Background: an optimization exercise with open tools, aiming at small area, a short achievable clock period and few clock cycles per item. Do not read the settings as production practice.
Where RTL was checked, it was by simulation tests only, not by an equivalence proof against the original.
For run 4, only the layout was checked, not whether the RTL still works.
No activity file was given, so power comes from the tool's default toggle rates.

==> flow/design.v <==
module cbus_rx (
    input  wire       clk,
    input  wire       rst,           
    input  wire       cfg_valid,
    input  wire [7:0] cfg_addr,
    input  wire       cfg_domain,    
    output reg        map_fault,
    input  wire       short_form,    
    input  wire       in_valid,
    input  wire [7:0] in_data,
    input  wire       in_last,
    output reg        in_ready,
    output reg        out_valid,
    input  wire       out_ready,
    output reg  [2:0] out_type,
    output reg  [7:0] out_ack_char,
    output reg        out_monitored,
    output reg        out_ok,
    output reg        out_domain,
    output reg  [7:0] out_csum,
    output reg  [5:0] out_len,
    output reg  [3:0] out_nsubs,
    output reg  [7:0] out_id,
    output reg  [7:0] out_group,
    output reg  [7:0] out_param,
    output reg        out_has_param
);
    localparam [7:0] CH_CR          = 8'h0D;
    localparam [7:0] CH_LF          = 8'h0A;
    localparam [7:0] CH_STX         = 8'h5C;
    localparam [7:0] CH_ACK         = 8'h2E;
    localparam [7:0] CH_NAK         = 8'h23;
    localparam [7:0] CH_NAK_CORRUPT = 8'h24;
    localparam [7:0] CH_NAK_NOCLOCK = 8'h25;
    localparam [7:0] CH_NAK_TOOLONG = 8'h27;
    localparam [2:0] T_ACK          = 3'd0;
    localparam [2:0] T_NAK          = 3'd1;
    localparam [2:0] T_NAK_CORRUPT  = 3'd2;
    localparam [2:0] T_NAK_NOCLOCK  = 3'd3;
    localparam [2:0] T_NAK_TOOLONG  = 3'd4;
    localparam [2:0] T_FRAME        = 3'd5;
    localparam [2:0] T_SUB          = 3'd6;
    localparam [2:0] P_IDLE = 3'd0;
    localparam [2:0] P_STX  = 3'd1;
    localparam [2:0] P_ACKP = 3'd2;
    localparam [2:0] P_HIGH = 3'd3;
    localparam [2:0] P_LOW  = 3'd4;
    localparam [2:0] P_CR   = 3'd5;    
    localparam [3:0] W_CODE  = 4'd0;   
    localparam [3:0] W_SKA   = 4'd1;   
    localparam [3:0] W_SKB   = 4'd2;   
    localparam [3:0] W_ROUTE = 4'd3;   
    localparam [3:0] W_SKN   = 4'd4;   
    localparam [3:0] W_APP   = 4'd5;   
    localparam [3:0] W_SKL   = 4'd6;   
    localparam [3:0] W_WALK  = 4'd7;   
    localparam [3:0] W_FAIL  = 4'd8;
    function is_hex(input [7:0] c);
        is_hex = (c >= 8'h30 && c <= 8'h39) || (c >= 8'h41 && c <= 8'h46);
    endfunction
    function [3:0] hexval(input [7:0] c);
        if (c[6]) hexval = c[3:0] + 4'd9;
        else      hexval = c[3:0];
    endfunction
    function [1:0] short_len(input [7:0] id);
        if (id == 8'h79 || id == 8'h01 || id == 8'h09) short_len = 2'd1;
        else if ((id & 8'h87) == 8'h02)                short_len = 2'd2;
        else                                           short_len = 2'd0;
    endfunction
    reg        sf;             
    reg        started;        
    reg [2:0]  phase;
    reg [7:0]  prevc;
    reg [3:0]  nib;
    reg        crlast;
    reg        bev;
    reg [7:0]  bq;
    reg [5:0]  len;
    reg [7:0]  sum;
    reg [7:0]  pend;           
    reg [7:0]  bufm [2:30];    
    reg [3:0]  ws0, ws1;
    reg [7:0]  rc0, rc1;
    reg [4:0]  rem0, rem1;
    reg [3:0]  ns0, ns1;
    reg        bt0, bt1;       
    reg        bd0, bd1;       
    reg        dm0, dm1;       
    reg [4:0]  off0, off1;
    reg [255:0] mapL, mapT;
    reg        pv;
    reg [2:0]  ptype;
    reg [7:0]  pa;
    reg [5:0]  plen;
    reg [3:0]  pns;
    reg        pmon, pok, pdom, pbuf;
    reg [4:0]  poff;
    reg        act;
    reg [4:0]  rp;
    reg [3:0]  cnt;
    reg        ov;
    reg [2:0]  o_type;
    reg [7:0]  o_a, o_b, o_c;
    reg        o_f;
    wire [7:0] maddr = started ? pend : cfg_addr;
    wire       rdL   = mapL[maddr];
    wire       rdT   = mapT[maddr];
    function [7:0] bget(input [4:0] s);
        if (s >= 5'd2 && s <= 5'd30) bget = bufm[s];
        else                         bget = 8'h00;
    endfunction
    wire [2:0] rrow = rp[4:2];
    wire [1:0] rcol = rp[1:0];
    wire [2:0] rrow1 = rrow + 3'd1;
    wire [7:0] bk0 = bget({(2'd0 < rcol) ? rrow1 : rrow, 2'd0});
    wire [7:0] bk1 = bget({(2'd1 < rcol) ? rrow1 : rrow, 2'd1});
    wire [7:0] bk2 = bget({(2'd2 < rcol) ? rrow1 : rrow, 2'd2});
    wire [7:0] bk3 = bget({rrow, 2'd3});
    function [7:0] bsel(input [1:0] k, input [7:0] a0, input [7:0] a1,
                        input [7:0] a2, input [7:0] a3);
        case (k)
            2'd0: bsel = a0;
            2'd1: bsel = a1;
            2'd2: bsel = a2;
            default: bsel = a3;
        endcase
    endfunction
    wire [7:0] e_id  = bsel(rcol,         bk0, bk1, bk2, bk3);
    wire [7:0] e_grp = bsel(rcol + 2'd1,  bk0, bk1, bk2, bk3);
    wire [7:0] e_prm = bsel(rcol + 2'd2,  bk0, bk1, bk2, bk3);
    wire [1:0] e_k   = short_len(e_id);
    wire wr_hz = (len >= 6'd2) && (len <= 6'd30) &&
                 ((pv && pbuf) || (act && (len[4:0] >= rp)));
    always @(*) begin
        case (phase)
            P_ACKP, P_CR: in_ready = !pv;
            P_LOW:        in_ready = !wr_hz;
            default:      in_ready = 1'b1;
        endcase
    end
    wire       take = in_valid && in_ready;
    wire [7:0] c    = in_data;
    wire       c_hx = is_hex(c);
    wire [3:0] c_v  = hexval(c);
    always @(*) begin
        out_valid     = ov;
        out_type      = o_type;
        out_ack_char  = o_a;
        out_csum      = o_a;
        out_id        = o_a;
        out_group     = o_b;
        out_len       = o_b[5:0];
        out_ok        = o_b[6];
        out_domain    = o_b[7];
        out_param     = o_c;
        out_nsubs     = o_c[3:0];
        out_monitored = o_f;
        out_has_param = o_f;
    end
    always @(posedge clk) begin
        if (rst) begin
            mapL <= 256'd0;
            mapT <= 256'd0;
        end else if (cfg_valid) begin
            if (cfg_domain) mapT[cfg_addr] <= 1'b1;
            else            mapL[cfg_addr] <= 1'b1;
        end
    end
    always @(posedge clk) begin
        if (rst)
            map_fault <= 1'b0;
        else if (cfg_valid && (cfg_domain ? rdL : rdT))
            map_fault <= 1'b1;
    end
    wire ok0 = (ws0 == W_WALK) && (rem0 == 5'd0) && bd0 && !(dm0 && bt0);
    wire ok1 = (ws1 == W_WALK) && (rem1 == 5'd0) && bd1 && !(dm1 && bt1);
    reg       f_clr;            
    reg       f_byte;           
    reg       f_done;           
    reg       f_mon;
    reg       f_rep;            
    reg [2:0] f_rtype;
    always @(*) begin
        f_clr   = 1'b0;
        f_byte  = 1'b0;
        f_done  = 1'b0;
        f_mon   = 1'b0;
        f_rep   = 1'b0;
        f_rtype = T_ACK;
        case (phase)
            P_IDLE, P_STX: if (take && c_hx) f_clr = 1'b1;
            P_CR: begin
                if (crlast) begin
                    if (!pv) begin
                        f_done = 1'b1;
                        if (take && c_hx) f_clr = 1'b1;
                    end
                end else if (take) begin
                    f_done = 1'b1;
                    f_mon  = (c == CH_LF);
                    if (c_hx) f_clr = 1'b1;
                end
            end
            P_ACKP: if (take) begin
                f_rep = 1'b1;
                if (c == CH_ACK)              f_rtype = T_ACK;
                else if (c == CH_NAK)         f_rtype = T_NAK;
                else if (c == CH_NAK_CORRUPT) f_rtype = T_NAK_CORRUPT;
                else if (c == CH_NAK_NOCLOCK) f_rtype = T_NAK_NOCLOCK;
                else if (c == CH_NAK_TOOLONG) f_rtype = T_NAK_TOOLONG;
                else                          f_rep   = 1'b0;
            end
            P_LOW: if (take && c_hx && !len[5]) f_byte = 1'b1;
            default: ;
        endcase
    end
    always @(posedge clk) begin
        if (rst) begin
            phase   <= P_IDLE;
            prevc   <= 8'h00;
            nib     <= 4'd0;
            crlast  <= 1'b0;
            bev     <= 1'b0;
            bq      <= 8'h00;
            started <= 1'b0;
            sf      <= short_form;
        end else begin
            bev <= f_byte;
            bq  <= {nib, c_v};
            if (in_valid) started <= 1'b1;
            if (take) begin
                prevc <= c;
                nib   <= c_v;
            end
            case (phase)
                P_IDLE: if (take) begin
                    if (c == CH_STX) phase <= P_STX;
                    else if (c_hx)   phase <= P_LOW;
                    else             phase <= P_ACKP;
                end
                P_STX: if (take) begin
                    if (c_hx) phase <= P_LOW;
                    else      phase <= P_IDLE;
                end
                P_ACKP: if (take) phase <= P_IDLE;
                P_HIGH: if (take) begin
                    if (c_hx) begin
                        phase <= P_LOW;
                    end else if (c == CH_CR) begin
                        phase  <= P_CR;
                        crlast <= in_last;
                    end else begin
                        phase <= P_IDLE;
                    end
                end
                P_LOW: if (take) begin
                    if (c_hx && !len[5]) phase <= P_HIGH;
                    else                 phase <= P_IDLE;
                end
                P_CR: begin
                    if (take && (crlast || c != CH_LF)) begin
                        if (c == CH_STX) phase <= P_STX;
                        else if (c_hx)   phase <= P_LOW;
                        else             phase <= P_ACKP;
                    end else if (take || (crlast && !pv)) begin
                        phase <= P_IDLE;
                    end
                end
                default: phase <= P_IDLE;
            endcase
        end
    end
    wire [5:0] pidx = len - 6'd1;           
    wire [1:0] pk   = short_len(pend);
    wire       pbt  = ((pend & 8'h87) == 8'h02) && (pend != 8'h02);
    always @(posedge clk) begin
        if (bev && len >= 6'd2 && len <= 6'd30)
            bufm[len[4:0]] <= bq;
    end
    always @(posedge clk) begin
        if (rst || f_clr) begin
            len  <= 6'd0;
            sum  <= 8'h00;
            ws0  <= W_CODE;
            ws1  <= sf ? W_APP : W_SKA;
            rem0 <= 5'd0;
            rem1 <= 5'd0;
            ns0  <= 4'd0;
            ns1  <= 4'd0;
            bt0  <= 1'b0;
            bt1  <= 1'b0;
            bd0  <= 1'b0;
            bd1  <= 1'b0;
            if (rst) begin
                pend <= 8'h00;
                rc0  <= 8'h00;
                rc1  <= 8'h00;
                dm0  <= 1'b0;
                dm1  <= 1'b0;
                off0 <= 5'd0;
                off1 <= 5'd0;
            end
        end else if (bev) begin
            len  <= len + 6'd1;
            sum  <= sum + bq;
            pend <= bq;
            if (len != 6'd0) begin
                case (ws0)
                    W_CODE: begin
                        if (pend[2:0] == 3'd5)      ws0 <= W_APP;
                        else if (pend[2:0] == 3'd3) ws0 <= W_SKB;
                        else                        ws0 <= W_FAIL;
                    end
                    W_SKB: ws0 <= W_ROUTE;
                    W_ROUTE: begin
                        rc0 <= pend - 8'd9;
                        if (pend < 8'd9) ws0 <= W_APP;
                        else             ws0 <= W_SKN;
                    end
                    W_SKN: begin
                        rc0 <= rc0 - 8'd9;
                        if (rc0 < 8'd9) ws0 <= W_APP;
                    end
                    W_APP: begin
                        bd0 <= rdL | rdT;
                        dm0 <= rdT;
                        ws0 <= W_SKL;
                    end
                    W_SKL: begin
                        ws0  <= W_WALK;
                        off0 <= len[4:0];
                    end
                    W_WALK: begin
                        if (rem0 != 5'd0) begin
                            rem0 <= rem0 - 5'd1;
                        end else if (pend[7]) begin
                            rem0 <= pend[4:0];
                        end else if (pk == 2'd0) begin
                            ws0 <= W_FAIL;
                        end else begin
                            rem0 <= {3'd0, pk};
                            ns0  <= ns0 + 4'd1;
                            if (pbt) bt0 <= 1'b1;
                        end
                    end
                    default: ;
                endcase
                case (ws1)
                    W_SKA: ws1 <= W_SKB;
                    W_SKB: ws1 <= W_APP;
                    W_APP: begin
                        bd1 <= rdL | rdT;
                        dm1 <= rdT;
                        ws1 <= sf ? W_SKL : W_ROUTE;
                    end
                    W_ROUTE: begin
                        rc1 <= pend - 8'd9;
                        if (pend < 8'd9) begin
                            ws1  <= W_WALK;
                            off1 <= len[4:0];
                        end else begin
                            ws1  <= W_SKN;
                        end
                    end
                    W_SKN: begin
                        rc1 <= rc1 - 8'd9;
                        if (rc1 < 8'd9) begin
                            ws1  <= W_WALK;
                            off1 <= len[4:0];
                        end
                    end
                    W_SKL: begin
                        ws1  <= W_WALK;
                        off1 <= len[4:0];
                    end
                    W_WALK: begin
                        if (rem1 != 5'd0) begin
                            rem1 <= rem1 - 5'd1;
                        end else if (pend[7]) begin
                            rem1 <= pend[4:0];
                        end else if (pk == 2'd0) begin
                            ws1 <= W_FAIL;
                        end else begin
                            rem1 <= {3'd0, pk};
                            ns1  <= ns1 + 4'd1;
                            if (pbt) bt1 <= 1'b1;
                        end
                    end
                    default: ;
                endcase
            end
        end
    end
    wire adv = !ov || out_ready;
    always @(posedge clk) begin
        if (rst) begin
            pv     <= 1'b0;
            ptype  <= T_ACK;
            pa     <= 8'h00;
            plen   <= 6'd0;
            pns    <= 4'd0;
            pmon   <= 1'b0;
            pok    <= 1'b0;
            pdom   <= 1'b0;
            pbuf   <= 1'b0;
            poff   <= 5'd0;
            act    <= 1'b0;
            rp     <= 5'd0;
            cnt    <= 4'd0;
            ov     <= 1'b0;
            o_type <= T_ACK;
            o_a    <= 8'h00;
            o_b    <= 8'h00;
            o_c    <= 8'h00;
            o_f    <= 1'b0;
        end else begin
            if (adv) begin
                if (act) begin
                    if (e_id[7]) begin
                        ov <= 1'b0;
                        rp <= rp + 5'd1 + e_id[4:0];
                    end else begin
                        ov     <= 1'b1;
                        o_type <= T_SUB;
                        o_a    <= e_id;
                        o_b    <= e_grp;
                        o_c    <= e_prm;
                        o_f    <= (e_k == 2'd2);
                        rp     <= rp + 5'd1 + {3'd0, e_k};
                        cnt    <= cnt - 4'd1;
                        if (cnt == 4'd1) act <= 1'b0;
                    end
                end else if (pv) begin
                    pv     <= 1'b0;
                    ov     <= 1'b1;
                    o_type <= ptype;
                    o_a    <= pa;
                    o_b    <= {pdom, pok, plen};
                    o_c    <= {4'd0, pns};
                    o_f    <= pmon;
                    act    <= pbuf;
                    rp     <= poff;
                    cnt    <= pns;
                end else begin
                    ov <= 1'b0;
                end
            end
            if (f_done) begin
                pv    <= 1'b1;
                ptype <= T_FRAME;
                pa    <= 8'h00 - sum;
                plen  <= len;
                pmon  <= f_mon;
                if (f_mon) begin
                    pok  <= ok1 && !map_fault;
                    pdom <= dm1;
                    pns  <= ns1;
                    poff <= off1;
                    pbuf <= ok1 && !map_fault && (ns1 != 4'd0);
                end else begin
                    pok  <= ok0 && !map_fault;
                    pdom <= dm0;
                    pns  <= ns0;
                    poff <= off0;
                    pbuf <= ok0 && !map_fault && (ns0 != 4'd0);
                end
            end else if (f_rep) begin
                pv    <= 1'b1;
                ptype <= f_rtype;
                pa    <= prevc;
                pbuf  <= 1'b0;
            end
        end
    end
endmodule
==> flow/run.sh <==
#!/bin/bash
# synth_recipe.tcl (not shown) runs the flow's synth.tcl, then flattens the netlist and writes it again
# the make line also repeats each setting of config.mk as NAME=value (left out here)
make -C /OpenROAD-flow-scripts/flow DESIGN_CONFIG=/design/flow/config.mk WORK_HOME=/design/flow/orfs CLKGATE_MAP_FILE= SYNTH_SCRIPT=/design/flow/synth_recipe.tcl finish
==> flow/config.mk <==
export PLATFORM = sky130hd
export DESIGN_NAME = cbus_rx
export DESIGN_NICKNAME = cbus_rx
export VERILOG_FILES = /design/flow/design.v
export SDC_FILE = /design/flow/constraint.sdc
export NUM_CORES = 4
export LEC_CHECK = 0
export CAP_MARGIN = 20
export CORE_MARGIN = 2
export CORE_UTILIZATION = 40
export SETUP_SLACK_MARGIN = 5
export SLEW_MARGIN = 20
==> flow/constraint.sdc <==
create_clock -name core_clock -period 10.0 [get_ports {clk}]
set_input_delay 2.0000 -clock core_clock [delete_from_list [all_inputs] [get_ports {clk}]]
set_output_delay 2.0000 -clock core_clock [all_outputs]
set_load 0.01 [all_outputs]
==> flow_metrics.py, run 1 <==
metrics = {
    "cts": {
        "numCtsBuffers": 100,
        "holdBufCountCts": 0,
        "cts_buffer_depth": 3,
        "clk_pin_slew_ns": 0.06,
        "clk-insertion-delay-late_ns": 0.70,
        "clockRootBuffer": "clkbuf_16",
        "cts.sink_count": 925,
        "htree_levels": 3,
        "tritoncts": "done",
    },
    "power": {
        "ir_worst_vdd_v": 0.0001241,
        "p_leak_nw": 16.78,
        "powerDensity_nw_per_um2": 172.5,
    },
    "place": {
        "place_hpwl_um": 84850,
        "routabilityCongestion": 0.9158,
        "dpl-instance-area_um2": 43840,
        "dp_slack_ns": 3.098,
        "place.port_buffers": 83,
        "dpl.cell_count": 5731,
    },
    "grt": {
        "antenna_found_initial": 1,
        "grt_usage_pct": 24.24,
        "grt_overflow": 0,
        "grt_max_degree": 189,
        "grt_pass1_wl_um": 202400,
        "grt_pass1_vias": 32679,
    },
    "sta": {
        "fmax_ghz": 0.2008,
        "fin_ws_ns": 5.020,
        "skew_ns": 0.04332,
        "rsz0062_at_grt": "true",
        "fin_tns_setup_ns": 0,
        "finalCritPeriodShare_pct": 49.80,
        "hold_viol_final": 0,
        "slew_headroom_pct": 20.76,
        "worst_pin_slew_ns": 1.189,
        "fin_crit_ns": 4.980,
        "slew_violations": 0,
        "whs_ns": 0.4532,
        "setup_viol": 0,
    },
    "critical_path": {
        "worst_ep_arrival_time_ns": 5.41,
        "timing.critical_path.from_type": "input pin",
        "crit_path_end_kind": "register",
        "critPathMaxFanout": 40,
        "reg2reg_depth": 19,
        "critPathKind": "input pin to register",
        "required_ns": 10.43,
    },
    "synthesis": {
        "ys_seq_area_share_pct": 50.35,
        "yosys_warnings": 1,
        "synthCells": 4539,
        "synth_edf_count": 273,
        "ys_types": 90,
        "synthArstFlopShare_pct": 0,
        "syn_avg_cell_area_um2": 9.299,
        "syn-cell-area_um2": 42210,
        "ys_seq_elements": 925,
        "syn_nets": 4618,
        "synth_flop_cell": "dfxtp_1",
    },
    "cells_and_area": {
        "syn2layout_area_growth_pct": 14.42,
        "stdcell_area_um2": 48290,
        "nets": 4582,
        "fin_cells": 5981,
        "drive_gt1_share_pct": 10.90,
    },
    "route": {
        "route.detailed.drc": 0,
        "wl_per_cell_um": 22.62,
        "drtAntennaViolNets": 0,
        "first_pass_iters": 7,
        "vias": 34958,
        "drt_iter0_drc": 3499,
        "drt_wl_total_um": 135300,
        "avgViaCountPerCell": 5.845,
    },
    "min_path": {
        "hold_path.class": "register to register",
        "holdPathStages": 2,
    },
    "die": {
        "core-area_um2": 105000,
        "boundaryPins": 84,
        "dieWidth_um": 328.8,
        "start_util_pct": 40.21,
        "die_area_um2": 108100,
        "num_rows": 119,
        "die_y_um": 328.8,
    },
    "status": {
        "status": "finished clean",
    },
    "job": {
        "cap_violations": 0,
    },
}
layout make-up:
class                   count  area (um2)
diodes                      2       5.005
well taps                1391        1740
clock buffers             139        2883
multi-input cells        3169       19540
flip-flops and latches    925       21270
inverters                  89       337.8
clock inverters            48       471.7
fillers                  9921       56680
repair buffers            218        2044
power breakdown:
part           switching (W)  internal, W  total, W
registers          0.0000275      0.00388   0.00391
logic               0.000467     0.000182  0.000649
clock network        0.00159      0.00218   0.00377
total                0.00209      0.00624   0.00833
placed cells by master, fill, tap and decap left out, types with 18 or more instances in the layout:
cell type	n
o221ai_1	18
a31oi_1	30
o211ai_1	18
dfxtp_1	640
a22oi_1	38
mux4_2	66
nand2b_1	63
inv_1	83
a211oi_1	68
buf_4	111
clkbuf_8	19
nor2_1	852
a221oi_1	25
nor3_1	49
xor2_1	23
o21ai_0	124
edfxtp_1	273
clkbuf_16	102
a21oi_1	735
xnor2_1	28
and2_1	36
ha_1	50
and3_1	30
clkdlybuf4s50_1	78
nor2b_1	34
o22ai_1	34
nand3_1	50
mux2i_1	171
nand2_1	274
critical path: stages:
cell and delay [ns]:
clkdlybuf4s50_1 0.50, buf_12 0.23, or3b_1 0.38, nand2_1 0.16, buf_4 0.38, o21ai_0 0.24, a311oi_2 0.45, a31oi_1 0.17
o21ai_1 0.32, nand4_1 0.13, and4_4 0.23, and2_1 0.17
Yosys cell counts (all sizes together) (11+ instances only):
master,instances,share of area [%]
nor2,858,7.6
a21oi,742,8.8
dfxtp,652,31
nand2,278,2.5
edfxtp,273,19
clkbuf,214,1.9
mux2i,179,4.3
buf,150,2.2
o21ai,134,1.6
inv,87,0.77
a211oi,69,1.2
mux4,66,3.5
nand2b,64,0.95
nor3,54,0.69
ha,53,1.6
nand3,51,0.60
a22oi,40,0.71
and2,39,0.58
nor2b,36,0.53
xnor2,35,0.85
o22ai,34,0.50
a31oi,31,0.46
and3,30,0.44
a221oi,26,0.54
xor2,24,0.50
o221ai,19,0.39
o211ai,18,0.32
a2bb2oi,16,0.33
a21o,15,0.27
nand4,15,0.22
o2111ai,15,0.31
o21bai,15,0.27
o31ai,15,0.30
mux2,14,0.38
or3,14,0.21
nor4,12,0.21
a311oi,11,0.23
repair_timing:
item                       4_1_cts  5_1_grt
cloned                           7        1
buffers inserted                32       21
resized for setup               78       46
pin swaps                       13       10
setup endpoints to repair      426      290
through the flow:
step / total power, W / util [%]
floorplan: 0.004359 / -
global placement: 0.004590 / 41.75
detailed placement: 0.004592 / 41.76
CTS: 0.008348 / 45.62
global route: 0.008562 / 46.00
finish: 0.008329 / 46.01
worst paths after layout:
| check | from | to | slack (ns) |
|---|---|---|---|
| hold reg to reg | pa[7]$_SDFFE_PP0P_ | pa[7]$_SDFFE_PP0P_ | 0.45 |
| hold / removal | pa[7]$_SDFFE_PP0P_ | pa[7]$_SDFFE_PP0P_ | 0.45 |
| setup / recovery | cfg_addr[0] | dm1$_DFFE_PP_ | 5.02 |
| setup reg to reg | rp[0]$_SDFFE_PP0P_ | rp[4]$_SDFFE_PP0P_ | 5.13 |
kinds of logic (layout without fill, tap and decap cells):
group,after synthesis,in the layout,share of synthesized area [%]
compound gates,1292,1292,18.25
xor+xnor,59,60,1.349
fa+ha+maj,55,55,1.666
buf+inv,453,494,4.862
flops,925,925,50.35
mux,259,261,8.158
other cells,0,2,0
simple gates,1496,1501,15.37
per-layer routing:
metal / vias up / part of all wire (%) / GRT usage, %
li1: 16123 / - / -
met1: 16950 / 43 / 33.06
met2: 1564 / 45 / 38.01
met3: 321 / 8.5 / 4.360
met4: 0 / 3.9 / 9.788
met5: - / 0 / 0
Testbench counts, summed over its fixed seeds: cycles 55,220, chars 54,986.
==> run 2: changes to the inputs <==
--- a/flow/config.mk
+++ b/flow/config.mk
@@ -5,6 +5,7 @@
 export SDC_FILE = /design/flow/constraint.sdc
 export NUM_CORES = 4
 export LEC_CHECK = 0
+export ABC_CLOCK_PERIOD_IN_PS = 4000
 export CAP_MARGIN = 20
 export CORE_MARGIN = 2
 export CORE_UTILIZATION = 40
==> flow_metrics.py, run 2 <==
metrics = {
    "synthesis": {
        "ys_seq_area_share_pct": 50.35,
        "synthArstFlopShare_pct": 0,
        "synth.most_common_cell": "nor2_1",
        "synthTopCellsByCount": "858 x nor2_1, 742 x a21oi_1, 652 x dfxtp_1",
        "synth_top_area_cell": "dfxtp_1",
        "syn-cell-area_um2": 42210,
        "ys_seq_elements": 925,
        "synth_top_cell_area_share_pct": 30.92,
        "yosys_warnings": 1,
        "syn_avg_cell_area_um2": 9.299,
        "synthCells": 4539,
        "synth.area.top_cells": "dfxtp_1 31%, edfxtp_1 19%, a21oi_1 8.8%",
        "ys_types": 90,
        "syn_nets": 4618,
        "synth_flop_cell": "dfxtp_1",
        "synth_edf_count": 273,
    },
    "route": {
        "drt_wl_total_um": 135300,
        "wl_per_cell_um": 22.62,
        "avgViaCountPerCell": 5.845,
        "first_pass_iters": 7,
        "drtAntennaViolNets": 0,
        "drt_iter0_drc": 3499,
        "route.detailed.drc": 0,
        "vias": 34958,
    },
    "sta": {
        "skew_ns": 0.04332,
        "hold_viol_final": 0,
        "finalCritPeriodShare_pct": 49.80,
        "slew_headroom_pct": 20.76,
        "fmax_ghz": 0.2008,
        "fin_crit_ns": 4.980,
        "worst_pin_slew_ns": 1.189,
        "slew_violations": 0,
        "setup_viol": 0,
        "rsz0062_at_grt": "true",
        "fin_ws_ns": 5.020,
        "fin_tns_setup_ns": 0,
    },
    "cts": {
        "tritoncts": "done",
        "cts.sink_count": 925,
        "clk_pin_slew_ns": 0.06,
        "clockRootBuffer": "clkbuf_16",
        "htree_levels": 3,
        "numCtsBuffers": 100,
        "cts_buffer_depth": 3,
        "clk-insertion-delay-late_ns": 0.70,
    },
    "power": {
        "power_w": 0.008329,
        "powerDensity_nw_per_um2": 172.5,
        "p_leak_nw": 16.78,
        "ir_worst_vdd_v": 0.0001241,
    },
    "die": {
        "start_util_pct": 40.21,
        "dieWidth_um": 328.8,
        "die_area_um2": 108100,
        "die_y_um": 328.8,
        "boundaryPins": 84,
        "num_rows": 119,
        "core-area_um2": 105000,
    },
    "cells_and_area": {
        "syn2layout_area_growth_pct": 14.42,
        "mostFrequentLayoutCell": "nor2_1",
        "postLayoutCoreUtil_pct": 46.01,
        "drive_gt1_share_pct": 10.90,
        "mostFrequentLayoutCells": "852 x nor2_1, 735 x a21oi_1, 640 x dfxtp_1",
        "num-fill-cells": 9921,
        "nets": 4582,
    },
    "place": {
        "place.port_buffers": 83,
        "dp_slack_ns": 3.098,
        "place_hpwl_um": 84850,
        "routabilityCongestion": 0.9158,
    },
    "min_path": {
        "hold_path.class": "register to register",
    },
    "grt": {
        "grt_overflow": 0,
        "grt_max_degree": 189,
        "grt_pass1_wl_um": 202400,
        "grt_usage_pct": 24.24,
        "antenna_found_initial": 1,
        "grt_pass1_vias": 32679,
    },
    "critical_path": {
        "required_ns": 10.43,
        "critPathMaxFanout": 40,
        "crit_path_end_kind": "register",
        "worst_ep_arrival_time_ns": 5.41,
        "timing.critical_path.from_type": "input pin",
        "critPathKind": "input pin to register",
    },
    "status": {
        "status": "finished clean",
    },
    "job": {
        "cap_violations": 0,
    },
}
-- run 2: cell counts after synthesis --
No cell type changed its count.
-- run 2: cell type report --
type | count | area, um2 | share of cell area [%]
Clock buffer | 139 | 2883 | 5.969
Clock inverter | 48 | 471.7 | 0.9768
Multi-Input combinational cell | 3169 | 19540 | 40.46
Tap cell | 1391 | 1740 | 3.604
Antenna cell | 2 | 5.005 | 0.01036
Sequential cell | 925 | 21270 | 44.05
Inverter | 89 | 337.8 | 0.6995
Timing Repair Buffer | 218 | 2044 | 4.233
-- run 2: metrics by stage --
step / cells / instance area, um2 / hold slack [ns]
after floorplan: 4539 / 42220 / 0.4280
after global placement: 5730 / 43820 / 0.4399
after detailed placement: 5731 / 43840 / 0.4469
after CTS: 5957 / 47890 / 0.4545
after global routing: 5979 / 48290 / 0.4794
final: 5981 / 48290 / 0.4532
-- run 2: what timing repair did --
| action | in CTS | in global routing |
|---|---|---|
| endpoints found under the setup margin | 426 | 290 |
| pin swaps | 13 | 10 |
| resized for setup | 78 | 46 |
| hold buffers | 0 | 0 |
| cloned | 7 | 1 |
| setup buffers | 32 | 21 |
-- run 2: routing by layer --
| metal | GRT usage [%] | wire length, um | share of wire (%) |
|---|---|---|---|
| met1 | 33.06 | 57620 | 43 |
| met2 | 38.01 | 60820 | 45 |
| met3 | 4.360 | 11520 | 8.5 |
| met4 | 9.788 | 5308 | 3.9 |
| met5 | 0 | 0 | 0 |
-- run 2: report_power, final --
part / total, W / internal, W / switching (W)
clock network: 0.00377 / 0.00218 / 0.00159
registers: 0.00391 / 0.00388 / 0.0000275
logic: 0.000649 / 0.000182 / 0.000467
total: 0.00833 / 0.00624 / 0.00209
-- run 2: cell families (layout without fill, tap and decap cells) --
logic type | after synthesis | after routing | synth area share [%]
adders and majority gates | 55 | 55 | 1.666
xor gates and xnor gates | 59 | 60 | 1.349
and+or+nand+nor | 1496 | 1501 | 15.37
AOI/OAI and AO/OA | 1292 | 1292 | 18.25
other | 0 | 2 | 0
DFF | 925 | 925 | 50.35
buffers and inverters | 453 | 494 | 4.862
muxes | 259 | 261 | 8.158
-- run 2: worst max-delay path, cell delays in order --
cell             delay (ns)
clkdlybuf4s50_1        0.50
buf_12                 0.23
or3b_1                 0.38
nand2_1                0.16
buf_4                  0.38
o21ai_0                0.24
a311oi_2               0.45
a31oi_1                0.17
o21ai_1                0.32
nand4_1                0.13
and4_4                 0.23
and2_1                 0.17
-- run 2: worst paths after layout --
path,startpoint,endpoint,slack (ns),cells after the start
min reg2reg,pa[7]$_SDFFE_PP0P_,pa[7]$_SDFFE_PP0P_,0.45,2
min,pa[7]$_SDFFE_PP0P_,pa[7]$_SDFFE_PP0P_,0.45,2
max,cfg_addr[0],dm1$_DFFE_PP_,5.02,12
max reg2reg,rp[0]$_SDFFE_PP0P_,rp[4]$_SDFFE_PP0P_,5.13,19
==> run 3: changes to the inputs <==
==> flow/config.mk (replaced) <==
export PLATFORM = sky130hd
export DESIGN_NAME = cbus_rx
export DESIGN_NICKNAME = cbus_rx
export VERILOG_FILES = /design/flow/design.v
export SDC_FILE = /design/flow/constraint.sdc
export NUM_CORES = 4
export LEC_CHECK = 0
export CAP_MARGIN = 20
export CORE_MARGIN = 2
export CORE_UTILIZATION = 40
export SLEW_MARGIN = 20
==> flow_metrics.py, run 3 <==
metrics = {
    "status": {
        "status": "finished clean",
    },
    "synthesis": {
        "synth_flop_cell": "dfxtp_1",
        "synthTopCellsByCount": "858 x nor2_1, 742 x a21oi_1, 652 x dfxtp_1",
        "synthCells": 4539,
        "syn-cell-area_um2": 42210,
        "synth_top_cell_area_share_pct": 30.92,
        "synth_edf_count": 273,
        "ys_types": 90,
        "synth_top_area_cell": "dfxtp_1",
        "syn_nets": 4618,
        "synthArstFlopShare_pct": 0,
        "ys_seq_area_share_pct": 50.35,
        "syn_avg_cell_area_um2": 9.299,
        "synth.area.top_cells": "dfxtp_1 31%, edfxtp_1 19%, a21oi_1 8.8%",
        "synth.most_common_cell": "nor2_1",
        "ys_seq_elements": 925,
        "yosys_warnings": 1,
    },
    "cells_and_area": {
        "mostFrequentLayoutCell": "nor2_1",
        "num-fill-cells": 10070,
        "nets": 4517,
        "drive_gt1_share_pct": 8.206,
        "syn2layout_area_growth_pct": 11.66,
        "fin_cells": 5912,
        "num_antenna_cells": 0,
        "mostFrequentLayoutCells": "854 x nor2_1, 740 x a21oi_1, 648 x dfxtp_1",
    },
    "die": {
        "core-area_um2": 105000,
        "start_util_pct": 40.21,
        "dieWidth_um": 328.8,
        "die_y_um": 328.8,
        "num_rows": 119,
        "die_area_um2": 108100,
        "boundaryPins": 84,
    },
    "cts": {
        "clk_pin_slew_ns": 0.06,
        "cts_resized": 0,
        "cts.sink_count": 925,
        "htree_levels": 3,
        "clk-insertion-delay-late_ns": 0.70,
        "tritoncts": "done",
        "clockRootBuffer": "clkbuf_16",
        "holdBufCountCts": 0,
        "cts_setup_buffers": 0,
        "cts_buffer_depth": 3,
        "numCtsBuffers": 100,
    },
    "critical_path": {
        "path_buf_inv": 3,
        "ff2ff_setup_slack_ns": 3.92,
        "reg2reg_depth": 20,
        "crit_path_end_kind": "register",
        "worst_ep_arrival_time_ns": 7.18,
        "r2r-end": "rp[4]$_SDFFE_PP0P_",
        "max_stage_delay_ns": 1.08,
        "timing.critical_path.from_type": "input pin",
        "crit_chain": "clkdlybuf4s50_1, mux2_4, buf_4, buf_4, mux2i_1, a211oi_1, o32ai_1, a211oi_1, a21o_1, nor4_2, nor4bb_1, a221o_1",
        "reg2reg_from": "rp[1]$_SDFFE_PP0P_",
        "cp_slowest_cell": "clkdlybuf4s50_1",
        "critPathMaxFanout": 50,
        "required_ns": 10.57,
        "cpLargestDelayFamily": "buffers and inverters",
        "critPathKind": "input pin to register",
    },
    "sta": {
        "rsz0062_at_grt": "false",
        "fmax_ghz": 0.1514,
        "slew_violations": 0,
        "hold_viol_final": 0,
        "finalCritPeriodShare_pct": 66.06,
        "fin_ws_ns": 3.394,
        "fin_tns_setup_ns": 0,
        "skew_ns": 0.02717,
        "whs_ns": 0.4521,
        "worst_pin_slew_ns": 1.273,
        "slew_headroom_pct": 14.83,
        "fin_crit_ns": 6.606,
        "setup_viol": 0,
    },
    "grt": {
        "grt_pass1_wl_um": 198700,
        "antenna_found_initial": 5,
        "grt_max_degree": 103,
        "grt_pass1_vias": 31768,
        "grt_overflow": 0,
        "grt_usage_pct": 23.82,
    },
    "route": {
        "drtAntennaViolNets": 0,
        "avgViaCountPerCell": 5.804,
        "first_pass_iters": 6,
        "wl_per_cell_um": 22.31,
        "vias": 34311,
        "drt_wl_total_um": 131900,
        "route.detailed.drc": 0,
        "drt_iter0_drc": 3729,
    },
    "min_path": {
        "holdPathStages": 2,
        "hold_path.class": "register to register",
        "hp-start": "pa[7]$_SDFFE_PP0P_",
        "min_delay_worst_endpoint": "pa[7]$_SDFFE_PP0P_",
    },
    "place": {
        "dp_slack_ns": 2.818,
        "routabilityCongestion": 0.9300,
        "place.port_buffers": 83,
        "dpl.cell_count": 5726,
        "place_hpwl_um": 84520,
    },
    "power": {
        "p_leak_nw": 16.31,
        "ir_worst_vdd_v": 0.0001351,
        "powerDensity_nw_per_um2": 175.3,
    },
    "job": {
        "cap_violations": 0,
    },
}
run 3: cell counts after synthesis:
Identical to the previous run, type by type.
run 3: metal layers:
layer  global-route usage [%]  routed length [um]
met4                    9.361                4959
met5                        0                  23
met1                    32.44               55650
met2                    37.43               59710
met3                    4.402               11530
run 3: cells by family (layout without fill, tap and decap cells):
kind of cell	count (synthesis)	after routing	synth area share, %
mux	259	259	8.158
xor+xnor	59	59	1.349
simple gates	1496	1496	15.37
flops	925	925	50.35
buf+inv	453	435	4.862
compound gates	1292	1292	18.25
fa+ha+maj	55	55	1.666
run 3: worst max path at each step:
stage | startpoint | to | slack (ns) | cells after the start
2_1_floorplan | cfg_addr[0] | mapT[16]$_SDFFE_PP0P_ | 4.84 | 15
3_3_place_gp | cfg_addr[1] | map_fault$_SDFFE_PP0P_ | 2.91 | 12
3_5_place_dp | cfg_addr[1] | map_fault$_SDFFE_PP0P_ | 2.82 | 12
4_1_cts | cfg_addr[1] | map_fault$_SDFFE_PP0P_ | 3.52 | 12
5_1_grt | cfg_addr[1] | map_fault$_SDFFE_PP0P_ | 3.36 | 12
6_report | cfg_addr[1] | map_fault$_SDFFE_PP0P_ | 3.39 | 12
run 3: area by class of cell:
| class | count | area, um2 | area share (%) |
|---|---|---|---|
| tap | 1391 | 1740 | 3.693 |
| sequential | 925 | 21260 | 45.10 |
| clock inverter | 47 | 488.0 | 1.035 |
| clock buffer | 138 | 2818 | 5.979 |
| multi-input combinational | 3161 | 19060 | 40.45 |
| inverter | 89 | 334.1 | 0.7089 |
| timing repair buffer | 161 | 1429 | 3.032 |
run 3: metrics by stage:
step	power, W	utilization, %	instance area (um2)
floorplan	0.004358	-	42210
global placement	0.004585	41.72	43790
detailed placement	0.004588	41.72	43790
CTS	0.008295	44.86	47090
global route	0.008508	44.90	47130
finish	0.008263	44.90	47130
run 3: tightest hold or removal path, cell delays in order (launching register included):
cell and delay [ns]:
dfxtp_1 0.31, nand2_1 0.05, a21oi_1 0.05
run 3: report_power, final:
part	switching [W]	total (W)	internal, W
Sequential	0.0000255	0.00391	0.00388
Combinational	0.000449	0.000615	0.000165
Clock	0.00158	0.00374	0.00216
==> run 4: changes to the inputs <==
--- a/flow/design.v
+++ b/flow/design.v
@@ -9,7 +9,7 @@
     input  wire       in_valid,
     input  wire [7:0] in_data,
     input  wire       in_last,
-    output reg        in_ready,
+    output wire       in_ready,
     output reg        out_valid,
     input  wire       out_ready,
     output reg  [2:0] out_type,
@@ -96,6 +96,8 @@
     reg        pmon, pok, pdom, pbuf;
     reg [4:0]  poff;
     reg        act;
+    reg        skp;            
+    reg        rdy;            
     reg [4:0]  rp;
     reg [3:0]  cnt;
     reg        ov;
@@ -128,17 +130,8 @@
     wire [7:0] e_id  = bsel(rcol,         bk0, bk1, bk2, bk3);
     wire [7:0] e_grp = bsel(rcol + 2'd1,  bk0, bk1, bk2, bk3);
     wire [7:0] e_prm = bsel(rcol + 2'd2,  bk0, bk1, bk2, bk3);
-    wire [1:0] e_k   = short_len(e_id);
-    wire wr_hz = (len >= 6'd2) && (len <= 6'd30) &&
-                 ((pv && pbuf) || (act && (len[4:0] >= rp)));
-    always @(*) begin
-        case (phase)
-            P_ACKP, P_CR: in_ready = !pv;
-            P_LOW:        in_ready = !wr_hz;
-            default:      in_ready = 1'b1;
-        endcase
-    end
-    wire       take = in_valid && in_ready;
+    assign in_ready = rdy;
+    wire       take = in_valid && rdy;
     wire [7:0] c    = in_data;
     wire       c_hx = is_hex(c);
     wire [3:0] c_v  = hexval(c);
@@ -214,6 +207,41 @@
             default: ;
         endcase
     end
+    reg [2:0] phase_n;
+    always @(*) begin
+        phase_n = phase;
+        case (phase)
+            P_IDLE: if (take) begin
+                if (c == CH_STX) phase_n = P_STX;
+                else if (c_hx)   phase_n = P_LOW;
+                else             phase_n = P_ACKP;
+            end
+            P_STX: if (take) begin
+                if (c_hx) phase_n = P_LOW;
+                else      phase_n = P_IDLE;
+            end
+            P_ACKP: if (take) phase_n = P_IDLE;
+            P_HIGH: if (take) begin
+                if (c_hx)             phase_n = P_LOW;
+                else if (c == CH_CR)  phase_n = P_CR;
+                else                  phase_n = P_IDLE;
+            end
+            P_LOW: if (take) begin
+                if (c_hx && !len[5]) phase_n = P_HIGH;
+                else                 phase_n = P_IDLE;
+            end
+            P_CR: begin
+                if (take && (crlast || c != CH_LF)) begin
+                    if (c == CH_STX) phase_n = P_STX;
+                    else if (c_hx)   phase_n = P_LOW;
+                    else             phase_n = P_ACKP;
+                end else if (take || (crlast && !pv)) begin
+                    phase_n = P_IDLE;
+                end
+            end
+            default: phase_n = P_IDLE;
+        endcase
+    end
     always @(posedge clk) begin
         if (rst) begin
             phase   <= P_IDLE;
@@ -225,49 +253,15 @@
             started <= 1'b0;
             sf      <= short_form;
         end else begin
-            bev <= f_byte;
-            bq  <= {nib, c_v};
+            phase <= phase_n;
+            bev   <= f_byte;
+            bq    <= {nib, c_v};
             if (in_valid) started <= 1'b1;
             if (take) begin
                 prevc <= c;
                 nib   <= c_v;
+                if (phase == P_HIGH) crlast <= in_last;
             end
-            case (phase)
-                P_IDLE: if (take) begin
-                    if (c == CH_STX) phase <= P_STX;
-                    else if (c_hx)   phase <= P_LOW;
-                    else             phase <= P_ACKP;
-                end
-                P_STX: if (take) begin
-                    if (c_hx) phase <= P_LOW;
-                    else      phase <= P_IDLE;
-                end
-                P_ACKP: if (take) phase <= P_IDLE;
-                P_HIGH: if (take) begin
-                    if (c_hx) begin
-                        phase <= P_LOW;
-                    end else if (c == CH_CR) begin
-                        phase  <= P_CR;
-                        crlast <= in_last;
-                    end else begin
-                        phase <= P_IDLE;
-                    end
-                end
-                P_LOW: if (take) begin
-                    if (c_hx && !len[5]) phase <= P_HIGH;
-                    else                 phase <= P_IDLE;
-                end
-                P_CR: begin
-                    if (take && (crlast || c != CH_LF)) begin
-                        if (c == CH_STX) phase <= P_STX;
-                        else if (c_hx)   phase <= P_LOW;
-                        else             phase <= P_ACKP;
-                    end else if (take || (crlast && !pv)) begin
-                        phase <= P_IDLE;
-                    end
-                end
-                default: phase <= P_IDLE;
-            endcase
         end
     end
     wire [5:0] pidx = len - 6'd1;           
@@ -391,9 +385,18 @@
             end
         end
     end
-    wire adv = !ov || out_ready;
+    wire adv  = !ov || out_ready;
+    wire pull = adv && !act && pv;             
+    wire pv_n = (f_done || f_rep) ? 1'b1 : (pull ? 1'b0 : pv);
+    wire [5:0] len_n = bev ? len + 6'd1 : len;
+    wire hz_n = !f_clr && (len_n >= 6'd2) && (len_n <= 6'd30) &&
+                ((pv && pbuf) || (act && (len_n[4:0] >= rp)));
+    wire rdy_n = !(((phase_n == P_ACKP) || (phase_n == P_CR)) && pv_n) &&
+                 !((phase_n == P_LOW) && hz_n);
+    wire e_two = ((e_id & 8'h87) == 8'h02);    
     always @(posedge clk) begin
         if (rst) begin
+            rdy    <= 1'b0;
             pv     <= 1'b0;
             ptype  <= T_ACK;
             pa     <= 8'h00;
@@ -405,6 +408,7 @@
             pbuf   <= 1'b0;
             poff   <= 5'd0;
             act    <= 1'b0;
+            skp    <= 1'b0;
             rp     <= 5'd0;
             cnt    <= 4'd0;
             ov     <= 1'b0;
@@ -414,24 +418,30 @@
             o_c    <= 8'h00;
             o_f    <= 1'b0;
         end else begin
+            rdy <= rdy_n;
+            pv  <= pv_n;
             if (adv) begin
                 if (act) begin
-                    if (e_id[7]) begin
-                        ov <= 1'b0;
-                        rp <= rp + 5'd1 + e_id[4:0];
+                    if (skp) begin
+                        ov  <= 1'b0;
+                        skp <= 1'b0;
+                        rp  <= rp + 5'd1 + o_a[4:0];
+                    end else if (e_id[7]) begin
+                        ov  <= 1'b0;
+                        skp <= 1'b1;
+                        o_a <= e_id;
                     end else begin
                         ov     <= 1'b1;
                         o_type <= T_SUB;
                         o_a    <= e_id;
                         o_b    <= e_grp;
                         o_c    <= e_prm;
-                        o_f    <= (e_k == 2'd2);
-                        rp     <= rp + 5'd1 + {3'd0, e_k};
+                        o_f    <= e_two;
+                        rp     <= e_two ? rp + 5'd3 : rp + 5'd2;
                         cnt    <= cnt - 4'd1;
                         if (cnt == 4'd1) act <= 1'b0;
                     end
                 end else if (pv) begin
-                    pv     <= 1'b0;
                     ov     <= 1'b1;
                     o_type <= ptype;
                     o_a    <= pa;
@@ -446,7 +456,6 @@
                 end
             end
             if (f_done) begin
-                pv    <= 1'b1;
                 ptype <= T_FRAME;
                 pa    <= 8'h00 - sum;
                 plen  <= len;
@@ -465,7 +474,6 @@
                     pbuf <= ok0 && !map_fault && (ns0 != 4'd0);
                 end
             end else if (f_rep) begin
-                pv    <= 1'b1;
                 ptype <= f_rtype;
                 pa    <= prevc;
                 pbuf  <= 1'b0;
==> flow/flow/run.sh (new file) <==
#!/bin/bash
set -euo pipefail
bash standard.sh SETUP_SLACK_MARGIN=6.3 finish > flow_make.log 2>&1
==> flow/standard.sh (new file) <==
#!/bin/bash
# synth_recipe.tcl (not shown) runs the flow's synth.tcl, then flattens the netlist and writes it again
# the make line also repeats each setting of config.mk as NAME=value (left out here)
make -C /OpenROAD-flow-scripts/flow DESIGN_CONFIG=/design/flow/config.mk WORK_HOME=/design/flow/orfs CLKGATE_MAP_FILE= SYNTH_SCRIPT=/design/flow/synth_recipe.tcl "${@:-finish}"
removed: flow/run.sh
==> flow_metrics.py, run 4 <==
metrics = {
    "status": {
        "status": "finished clean",
    },
    "sta": {
        "whs_ns": 0.4546,
        "fmax_ghz": 0.2406,
        "setup_viol": 0,
        "hold_viol_final": 0,
        "finalCritPeriodShare_pct": 41.57,
        "skew_ns": 0.02601,
        "slew_headroom_pct": 27.38,
        "worst_pin_slew_ns": 1.085,
        "rsz0062_at_grt": "true",
        "fin_tns_setup_ns": 0,
        "fin_crit_ns": 4.157,
        "slew_violations": 0,
    },
    "cts": {
        "clk_pin_slew_ns": 0.06,
        "tritoncts": "done",
        "holdBufCountCts": 0,
        "clk-insertion-delay-late_ns": 0.70,
        "cts.sink_count": 927,
        "clockRootBuffer": "clkbuf_16",
        "htree_levels": 3,
        "numCtsBuffers": 99,
        "cts_buffer_depth": 3,
    },
    "cells_and_area": {
        "postLayoutCoreUtil_pct": 51.17,
        "syn2layout_area_growth_pct": 26.58,
        "num-fill-cells": 9287,
        "mostFrequentLayoutCell": "nor2_1",
        "mostFrequentLayoutCells": "754 x nor2_1, 639 x dfxtp_1, 411 x a21oi_1",
        "stdcell_area_um2": 53110,
        "multi_input_area_um2": 22280,
        "regArea_um2": 21320,
        "nets": 4724,
        "drive_gt1_share_pct": 25.11,
    },
    "place": {
        "routabilityCongestion": 0.9960,
        "place_hpwl_um": 92720,
        "dpl-instance-area_um2": 46020,
        "place.port_buffers": 83,
    },
    "synthesis": {
        "ys_seq_area_share_pct": 50.74,
        "yosys_warnings": 1,
        "syn_nets": 4619,
        "synth_top_cell_area_share_pct": 31.20,
        "synth_flop_cell": "dfxtp_1",
        "synth_edf_count": 273,
        "synthArstFlopShare_pct": 0,
        "ys_seq_elements": 927,
        "syn_avg_cell_area_um2": 9.244,
        "ys_types": 90,
        "synth.most_common_cell": "nor2_1",
        "synth_top_area_cell": "dfxtp_1",
        "synth.area.top_cells": "dfxtp_1 31%, edfxtp_1 20%, a21oi_1 8.9%",
        "syn-cell-area_um2": 41960,
        "synthCells": 4539,
        "synthTopCellsByCount": "804 x nor2_1, 747 x a21oi_1, 654 x dfxtp_1",
    },
    "grt": {
        "grt_usage_pct": 27.20,
        "grt_pass1_wl_um": 222800,
        "grt_overflow": 0,
        "met3_usage_pct": 5.640,
        "grt-busiest-layer": "met2",
        "met2_usage_pct": 41.96,
        "grt.met1_usage_pct": 36.67,
        "grt_pass1_vias": 34040,
        "grt_max_degree": 212,
        "antenna_found_initial": 6,
    },
    "route": {
        "route.detailed.drc": 0,
        "avgViaCountPerCell": 6.013,
        "drtAntennaViolNets": 0,
        "vias": 36706,
        "wl_per_cell_um": 24.79,
        "first_pass_iters": 8,
        "drt_iter0_drc": 4112,
        "drt_wl_total_um": 151300,
    },
    "die": {
        "core-area_um2": 103800,
        "num_rows": 118,
        "dieWidth_um": 327.9,
        "start_util_pct": 40.43,
        "boundaryPins": 84,
        "die_area_um2": 107500,
        "die_y_um": 327.9,
    },
    "critical_path": {
        "crit_path_end_kind": "register",
        "required_ns": 10.54,
        "critPathKind": "input pin to register",
        "timing.critical_path.from_type": "input pin",
        "critPathMaxFanout": 6,
        "worst_ep_arrival_time_ns": 4.70,
        "reg2reg_depth": 11,
    },
    "min_path": {
        "hold_path.class": "register to register",
        "holdPathStages": 1,
    },
    "power": {
        "ir_worst_vdd_v": 0.0001396,
        "p_leak_nw": 18.58,
        "powerDensity_nw_per_um2": 158.7,
    },
    "job": {
        "cap_violations": 0,
    },
}
run 4: layout make-up:
| type | count | area share [%] |
|---|---|---|
| multi-input cells | 3179 | 41.94 |
| flip-flops and latches | 927 | 40.15 |
| repair buffers | 355 | 7.918 |
| clock buffers | 135 | 5.263 |
| well taps | 1380 | 3.251 |
| clock inverters | 45 | 0.7704 |
| inverters | 82 | 0.6973 |
| diodes | 1 | 0.004712 |
run 4: where the power goes:
group	internal, W	leakage [nW]	switching [W]	total, W
combinational	0.000288	9.14	0.000566	0.000855
sequential	0.00389	7.87	0.0000281	0.00392
clock	0.00205	1.57	0.00161	0.00366
total	0.00622	18.6	0.00220	0.00843
run 4: per-stage QoR:
| step | total power [W] | setup WS [ns] | instances |
|---|---|---|---|
| finish | 0.008426 | 5.843 | 6104 |
| global route | 0.008643 | 5.851 | 6103 |
| CTS | 0.008404 | 5.927 | 6032 |
| detailed placement | 0.004648 | 3.635 | 5717 |
| global placement | 0.004648 | 3.726 | 5717 |
| floorplan | 0.004430 | 5.688 | 4539 |
run 4: cells by family (layout without fill, tap and decap cells):
kind of cell | count (synthesis) | after routing | synth area share [%]
fa+ha+maj | 56 | 56 | 1.706
xor+xnor | 63 | 63 | 1.378
other cells | 0 | 1 | 0
simple gates | 1554 | 1556 | 16.38
buf+inv | 442 | 617 | 4.360
compound gates | 1295 | 1296 | 18.48
flops | 927 | 927 | 50.74
mux | 202 | 208 | 6.960
run 4: routing by layer:
| metal | share of wire, % | wire (um) | vias up |
|---|---|---|---|
| li1 | - | - | 16471 |
| met1 | 41 | 62480 | 17903 |
| met2 | 44 | 66550 | 1859 |
| met3 | 9.4 | 14220 | 469 |
| met4 | 5.3 | 8070 | 4 |
| met5 | 0.017 | 26 | - |
run 4: worst max-delay path, cell delays in order:
cell and delay (ns):
buf_12 0.11, buf_12 0.13, or3b_4 0.41, and2_4 0.21, o221a_4 0.31, a2111oi_4 0.38
buf_4 0.22, o221ai_2 0.10, o311a_1 0.15, a221o_1 0.34, nor2_4 0.21, a31oi_1 0.11
run 4: repair_timing:
item,4_1_cts,5_1_grt
setup buffers,113,69
gates cloned,22,2
endpoints found under the setup margin,719,496
resized for setup,275,108
pin swaps,67,73
run 4: path summary, 6_finish.rpt:
kind,to,slack (ns),start
worst max-delay path,bd0$_SDFFE_PP0P_,5.84,cfg_addr[1]
worst min-delay path,bq[5]$_SDFF_PP0_,0.45,nib[1]$_SDFFE_PP0P_
worst max register to register,bd0$_SDFFE_PP0P_,6.05,started$_SDFFE_PP0P_
worst min register to register,bq[5]$_SDFF_PP0_,0.45,nib[1]$_SDFFE_PP0P_

separate check: timing with driven ports:
In the flow no input, the clock included, has a driving cell. The finished layouts below were timed again as built, in two steps.
Step 1: set_driving_cell puts a clkbuf_16 on clk and a buf_2 on each other input, an assumption about the parent block.
Step 2 adds t to the input delays and takes it off the output delays; t is the mean of the earliest and latest rising clock arrival at the registers after step 1. Input paths then give back, and output paths get back, about the clock's delay inside the block.
Three values: ideal ports, drivers, drivers and shift; two values: the first two.
run | shift t [ns] | slack for setup (ns) | hold WS [ns] | worst data-port slew with drivers (ns) | pins driven straight from the clock port
run 1 | 0.750 | 5.020 / 5.064 / 4.317 | 0.453 / 0.453 / 0.453 | 0.05 | 1
run 2 | 0.750 | 5.020 / 5.064 / 4.317 | 0.453 / 0.453 / 0.453 | 0.05 | 1
run 3 | 0.754 | 3.394 / 3.400 / 2.646 | 0.452 / 0.452 / 0.452 | 0.11 | 1
run 4 | 0.762 | 5.843 / 5.859 / 5.097 | 0.455 / 0.455 / 0.455 | 0.12 | 1
After both steps setup and hold are still met in every run listed. For run 3, which loses most, drivers alone change the setup slack by +0.006 ns; drivers and shift together by -0.748 ns.
